This design comes from an exercise in tuning for small area and a short achievable clock period on the open sky130 flow, not from production work.
Where RTL was checked, it was by simulation tests only, not by an equivalence proof against the original.

==> exp/maple <==
==> flow/design.v (excerpt) <==
module bit_twiddle (
    input  wire         clk,
    input  wire         rst,
    input  wire         in_valid,
    input  wire [5:0]   cmd,
    input  wire [127:0] value,
    input  wire [127:0] distance,
    output reg          out_valid,
    output reg  [1:0]   status,
    output reg  [127:0] result
);
==> module bt_pop_b, before the edit <==
module bt_pop_b (
    input  wire [26:0] p,
    output wire [6:0] q
);
    wire pb_1, pb_2, pb_3, pb_4, pb_5, pb_6, pb_7, pb_8, pb_9, pb_10, pb_11, pb_12, pb_13, pb_14, pb_15, pb_16, pb_17, pb_18, pb_19, pb_20, pb_21, pb_22, pb_23, pb_24, pb_25, pb_26, pb_27, pb_28, pb_29, pb_30, pb_31, pb_32, pb_33, pb_34, pb_35, pb_36, pb_37, pb_38, pb_39, pb_40;
    assign pb_1 = p[0] ^ p[1] ^ p[2];
    assign pb_2 = (p[0] & p[1]) | (p[2] & (p[0] ^ p[1]));
    assign pb_3 = p[3] ^ p[4] ^ p[5];
    assign pb_4 = (p[3] & p[4]) | (p[5] & (p[3] ^ p[4]));
    assign pb_5 = p[6] ^ p[7] ^ p[8];
    assign pb_6 = (p[6] & p[7]) | (p[8] & (p[6] ^ p[7]));
    assign pb_7 = pb_2 ^ pb_3 ^ pb_5;
    assign pb_8 = (pb_2 & pb_3) | (pb_5 & (pb_2 ^ pb_3));
    assign pb_9 = p[10] ^ p[11] ^ p[12];
    assign pb_10 = (p[10] & p[11]) | (p[12] & (p[10] ^ p[11]));
    assign pb_11 = p[13] ^ p[14] ^ p[15];
    assign pb_12 = (p[13] & p[14]) | (p[15] & (p[13] ^ p[14]));
    assign pb_13 = p[16] ^ p[17] ^ p[18];
    assign pb_14 = (p[16] & p[17]) | (p[18] & (p[16] ^ p[17]));
    assign pb_15 = p[9] ^ pb_4 ^ pb_6;
    assign pb_16 = (p[9] & pb_4) | (pb_6 & (p[9] ^ pb_4));
    assign pb_17 = pb_11 ^ pb_13 ^ pb_9;
    assign pb_18 = (pb_11 & pb_13) | (pb_9 & (pb_11 ^ pb_13));
    assign pb_19 = pb_15 ^ pb_8 ^ pb_17;
    assign pb_20 = (pb_15 & pb_8) | (pb_17 & (pb_15 ^ pb_8));
    assign pb_21 = p[19] ^ p[20] ^ p[21];
    assign pb_22 = (p[19] & p[20]) | (p[21] & (p[19] ^ p[20]));
    assign pb_23 = p[22] ^ p[23] ^ p[24];
    assign pb_24 = (p[22] & p[23]) | (p[24] & (p[22] ^ p[23]));
    assign pb_25 = p[25] ^ pb_10 ^ pb_12;
    assign pb_26 = (p[25] & pb_10) | (pb_12 & (p[25] ^ pb_10));
    assign pb_27 = pb_14 ^ pb_21 ^ pb_23;
    assign pb_28 = (pb_14 & pb_21) | (pb_23 & (pb_14 ^ pb_21));
    assign pb_29 = pb_16 ^ pb_18 ^ pb_25;
    assign pb_30 = (pb_16 & pb_18) | (pb_25 & (pb_16 ^ pb_18));
    assign pb_31 = pb_27 ^ pb_20 ^ pb_29;
    assign pb_32 = (pb_27 & pb_20) | (pb_29 & (pb_27 ^ pb_20));
    assign pb_33 = p[26] ^ pb_22 ^ pb_24;
    assign pb_34 = (p[26] & pb_22) | (pb_24 & (p[26] ^ pb_22));
    assign pb_35 = pb_26 ^ pb_28 ^ pb_33;
    assign pb_36 = (pb_26 & pb_28) | (pb_33 & (pb_26 ^ pb_28));
    assign pb_37 = pb_30 ^ pb_35 ^ pb_32;
    assign pb_38 = (pb_30 & pb_35) | (pb_32 & (pb_30 ^ pb_35));
    assign pb_39 = pb_34 ^ pb_36 ^ pb_38;
    assign pb_40 = (pb_34 & pb_36) | (pb_38 & (pb_34 ^ pb_36));
    assign q[0] = pb_1;
    assign q[1] = pb_7;
    assign q[2] = pb_19;
    assign q[3] = pb_31;
    assign q[4] = pb_37;
    assign q[5] = pb_39;
    assign q[6] = pb_40;
endmodule
==> flow/config.mk <==
export PLATFORM = sky130hd
export DESIGN_NAME = bit_twiddle
export DESIGN_NICKNAME = bit_twiddle
export VERILOG_FILES = /design/flow/design.v
export SDC_FILE = /design/flow/constraint.sdc
export NUM_CORES = 4
export LEC_CHECK = 0
export CAP_MARGIN = 40
export CELL_PAD_IN_SITES_DETAIL_PLACEMENT = 1
export CELL_PAD_IN_SITES_GLOBAL_PLACEMENT = 1
export CORE_MARGIN = 2
export CORE_UTILIZATION = 40
export PLACE_DENSITY = 0.65
export SETUP_SLACK_MARGIN = 5
export SLEW_MARGIN = 40
==> flow/constraint.sdc <==
create_clock -name core_clock -period 9.0 [get_ports {clk}]
set_input_delay 1.8000 -clock core_clock [delete_from_list [all_inputs] [get_ports {clk}]]
set_output_delay 1.8000 -clock core_clock [all_outputs]
set_load 0.01 [all_outputs]
standard.sh (not shown) runs the stock make flow with config.mk's settings and CLKGATE_MAP_FILE= SYNTH_SCRIPT=/design/flow/synth_recipe.tcl, a recipe that flattens the netlist after the stock synthesis.
==> flow/flow/run.sh <==
#!/bin/bash
set -euo pipefail
bash standard.sh "BUFFER_PORTS_ARGS=-buffer_cell sky130_fd_sc_hd__buf_1" SETUP_SLACK_MARGIN=5.5 finish > standard.log 2>&1
==> inputs of exp/yarrow, as changes to exp/maple <==
--- a/flow/design.v
+++ b/flow/design.v
@@ -370,14 +370,14 @@
     output wire [6:0] q
 );
     wire pb_1, pb_2, pb_3, pb_4, pb_5, pb_6, pb_7, pb_8, pb_9, pb_10, pb_11, pb_12, pb_13, pb_14, pb_15, pb_16, pb_17, pb_18, pb_19, pb_20, pb_21, pb_22, pb_23, pb_24, pb_25, pb_26, pb_27, pb_28, pb_29, pb_30, pb_31, pb_32, pb_33, pb_34, pb_35, pb_36, pb_37, pb_38, pb_39, pb_40;
-    assign pb_1 = p[0] ^ p[1] ^ p[2];
-    assign pb_2 = (p[0] & p[1]) | (p[2] & (p[0] ^ p[1]));
+    assign pb_1 = p[0] ^ p[1];
+    assign pb_2 = p[0] & p[1];
     assign pb_3 = p[3] ^ p[4] ^ p[5];
     assign pb_4 = (p[3] & p[4]) | (p[5] & (p[3] ^ p[4]));
     assign pb_5 = p[6] ^ p[7] ^ p[8];
     assign pb_6 = (p[6] & p[7]) | (p[8] & (p[6] ^ p[7]));
-    assign pb_7 = pb_2 ^ pb_3 ^ pb_5;
-    assign pb_8 = (pb_2 & pb_3) | (pb_5 & (pb_2 ^ pb_3));
+    assign pb_7 = pb_2 ^ pb_3;
+    assign pb_8 = pb_2 & pb_3;
     assign pb_9 = p[10] ^ p[11] ^ p[12];
     assign pb_10 = (p[10] & p[11]) | (p[12] & (p[10] ^ p[11]));
     assign pb_11 = p[13] ^ p[14] ^ p[15];
@@ -388,8 +388,8 @@
     assign pb_16 = (p[9] & pb_4) | (pb_6 & (p[9] ^ pb_4));
     assign pb_17 = pb_11 ^ pb_13 ^ pb_9;
     assign pb_18 = (pb_11 & pb_13) | (pb_9 & (pb_11 ^ pb_13));
-    assign pb_19 = pb_15 ^ pb_8 ^ pb_17;
-    assign pb_20 = (pb_15 & pb_8) | (pb_17 & (pb_15 ^ pb_8));
+    assign pb_19 = pb_8 ^ pb_15;
+    assign pb_20 = pb_8 & pb_15;
     assign pb_21 = p[19] ^ p[20] ^ p[21];
     assign pb_22 = (p[19] & p[20]) | (p[21] & (p[19] ^ p[20]));
     assign pb_23 = p[22] ^ p[23] ^ p[24];
@@ -400,23 +400,19 @@
     assign pb_28 = (pb_14 & pb_21) | (pb_23 & (pb_14 ^ pb_21));
     assign pb_29 = pb_16 ^ pb_18 ^ pb_25;
     assign pb_30 = (pb_16 & pb_18) | (pb_25 & (pb_16 ^ pb_18));
-    assign pb_31 = pb_27 ^ pb_20 ^ pb_29;
-    assign pb_32 = (pb_27 & pb_20) | (pb_29 & (pb_27 ^ pb_20));
+    assign pb_31 = pb_27 ^ pb_20;
+    assign pb_32 = pb_27 & pb_20;
     assign pb_33 = p[26] ^ pb_22 ^ pb_24;
     assign pb_34 = (p[26] & pb_22) | (pb_24 & (p[26] ^ pb_22));
     assign pb_35 = pb_26 ^ pb_28 ^ pb_33;
     assign pb_36 = (pb_26 & pb_28) | (pb_33 & (pb_26 ^ pb_28));
-    assign pb_37 = pb_30 ^ pb_35 ^ pb_32;
-    assign pb_38 = (pb_30 & pb_35) | (pb_32 & (pb_30 ^ pb_35));
-    assign pb_39 = pb_34 ^ pb_36 ^ pb_38;
-    assign pb_40 = (pb_34 & pb_36) | (pb_38 & (pb_34 ^ pb_36));
-    assign q[0] = pb_1;
-    assign q[1] = pb_7;
-    assign q[2] = pb_19;
-    assign q[3] = pb_31;
-    assign q[4] = pb_37;
-    assign q[5] = pb_39;
-    assign q[6] = pb_40;
+    assign pb_37 = pb_30 ^ pb_32;
+    assign pb_38 = pb_30 & pb_32;
+    assign pb_39 = pb_34 ^ pb_36;
+    assign pb_40 = pb_34 & pb_36;
+    wire [6:0] ra = {pb_40, pb_39, pb_35, pb_29, pb_17, pb_5, p[2]};
+    wire [6:0] rb = {1'b0, pb_38, pb_37, pb_31, pb_19, pb_7, pb_1};
+    assign q = ra + rb;
 endmodule
 module bt_count (
     input  wire [127:0] value,
==> flow/flow/run.sh (replaced) <==
#!/bin/bash
set -euo pipefail
bash standard.sh "BUFFER_PORTS_ARGS=-buffer_cell sky130_fd_sc_hd__buf_1" SETUP_SLACK_MARGIN=5.4 finish > standard.log 2>&1
Settings changed: CTS_BUF_LIST set to sky130_fd_sc_hd__clkbuf_8, GPL_TIMING_DRIVEN set to 0.
==> flow_metrics.py <==
metrics = {
    "run_status": {
        "status": "aborted with a tool error",
        "stop_stage": "global routing (5_1_grt)",
        "error_line": "[ERROR GRT-0232] Routing congestion too high. Check the congestion heatmap in the GUI.",
    },
    "placement": {
        "post-place-ws_ns": 4.35,
        "placed_cell_area_sq_um": 28500,
    },
    "yosys": {
        "yosys-top-cells-count": "394 x a21oi_1, 343 x inv_1, 319 x dfxtp_1, 305 x nor2_1, 229 x nand2_1",
        "yosysUniqueCellTypes": 91,
        "synthXorXnorAreaFrac_pct": 2.47,
        "syn_avg_cell_area_sq_um": 7.74,
        "netlist_top_cells_area": "dfxtp_1 25%, fa_1 9.0%, a21oi_1 7.7%, inv_1 5.0%, nor2_1 4.5%",
    },
}
The numbers above come from exp/yarrow.

==> flow_metrics.py <==
metrics = {
    "placement": {
        "post-place-ws_ns": 4.37,
    },
    "yosys": {
        "yosysUniqueCellTypes": 94,
        "synthXorXnorAreaFrac_pct": 2.28,
        "netlist_top_cells_area": "dfxtp_1 25%, fa_1 9.5%, a21oi_1 7.4%, inv_1 5.3%, nor2_1 3.8%",
        "yosys-top-cells-count": "376 x a21oi_1, 357 x inv_1, 319 x dfxtp_1, 255 x nor2_1, 231 x nand2_1",
    },
    "run_status": {
        "status": "no timing/DRC/antenna violations",
    },
}
The numbers above come from exp/maple.

No functional check of the RTL was part of exp/yarrow.

==> static timing again, ports no longer ideal <==
How much do the figures lean on ideal ports? The routed layout below was timed once more, with nothing changed but the port constraints.
Step 1 sets driving cells, clkbuf_16 on the clock port and buf_2 on the other inputs (assumed; they add their load-dependent delay and slew).
Step 2 times the ports against the registers' clock, not the clock port: input delays grow and output delays shrink by t, the midpoint of the rising clock arrivals with the driver on.
Three values: no drivers, after step 1, after step 2; two values: the first two.
run: exp/maple
t, ns: 0.664
slack for setup (ns): 5.271 / 5.274 / 4.653
worst slew at a driven data input, ns: 0.09
After both steps exp/maple still meets setup and hold. The setup slack of exp/maple moves by +0.003 ns with the drivers and by -0.618 ns with both steps.
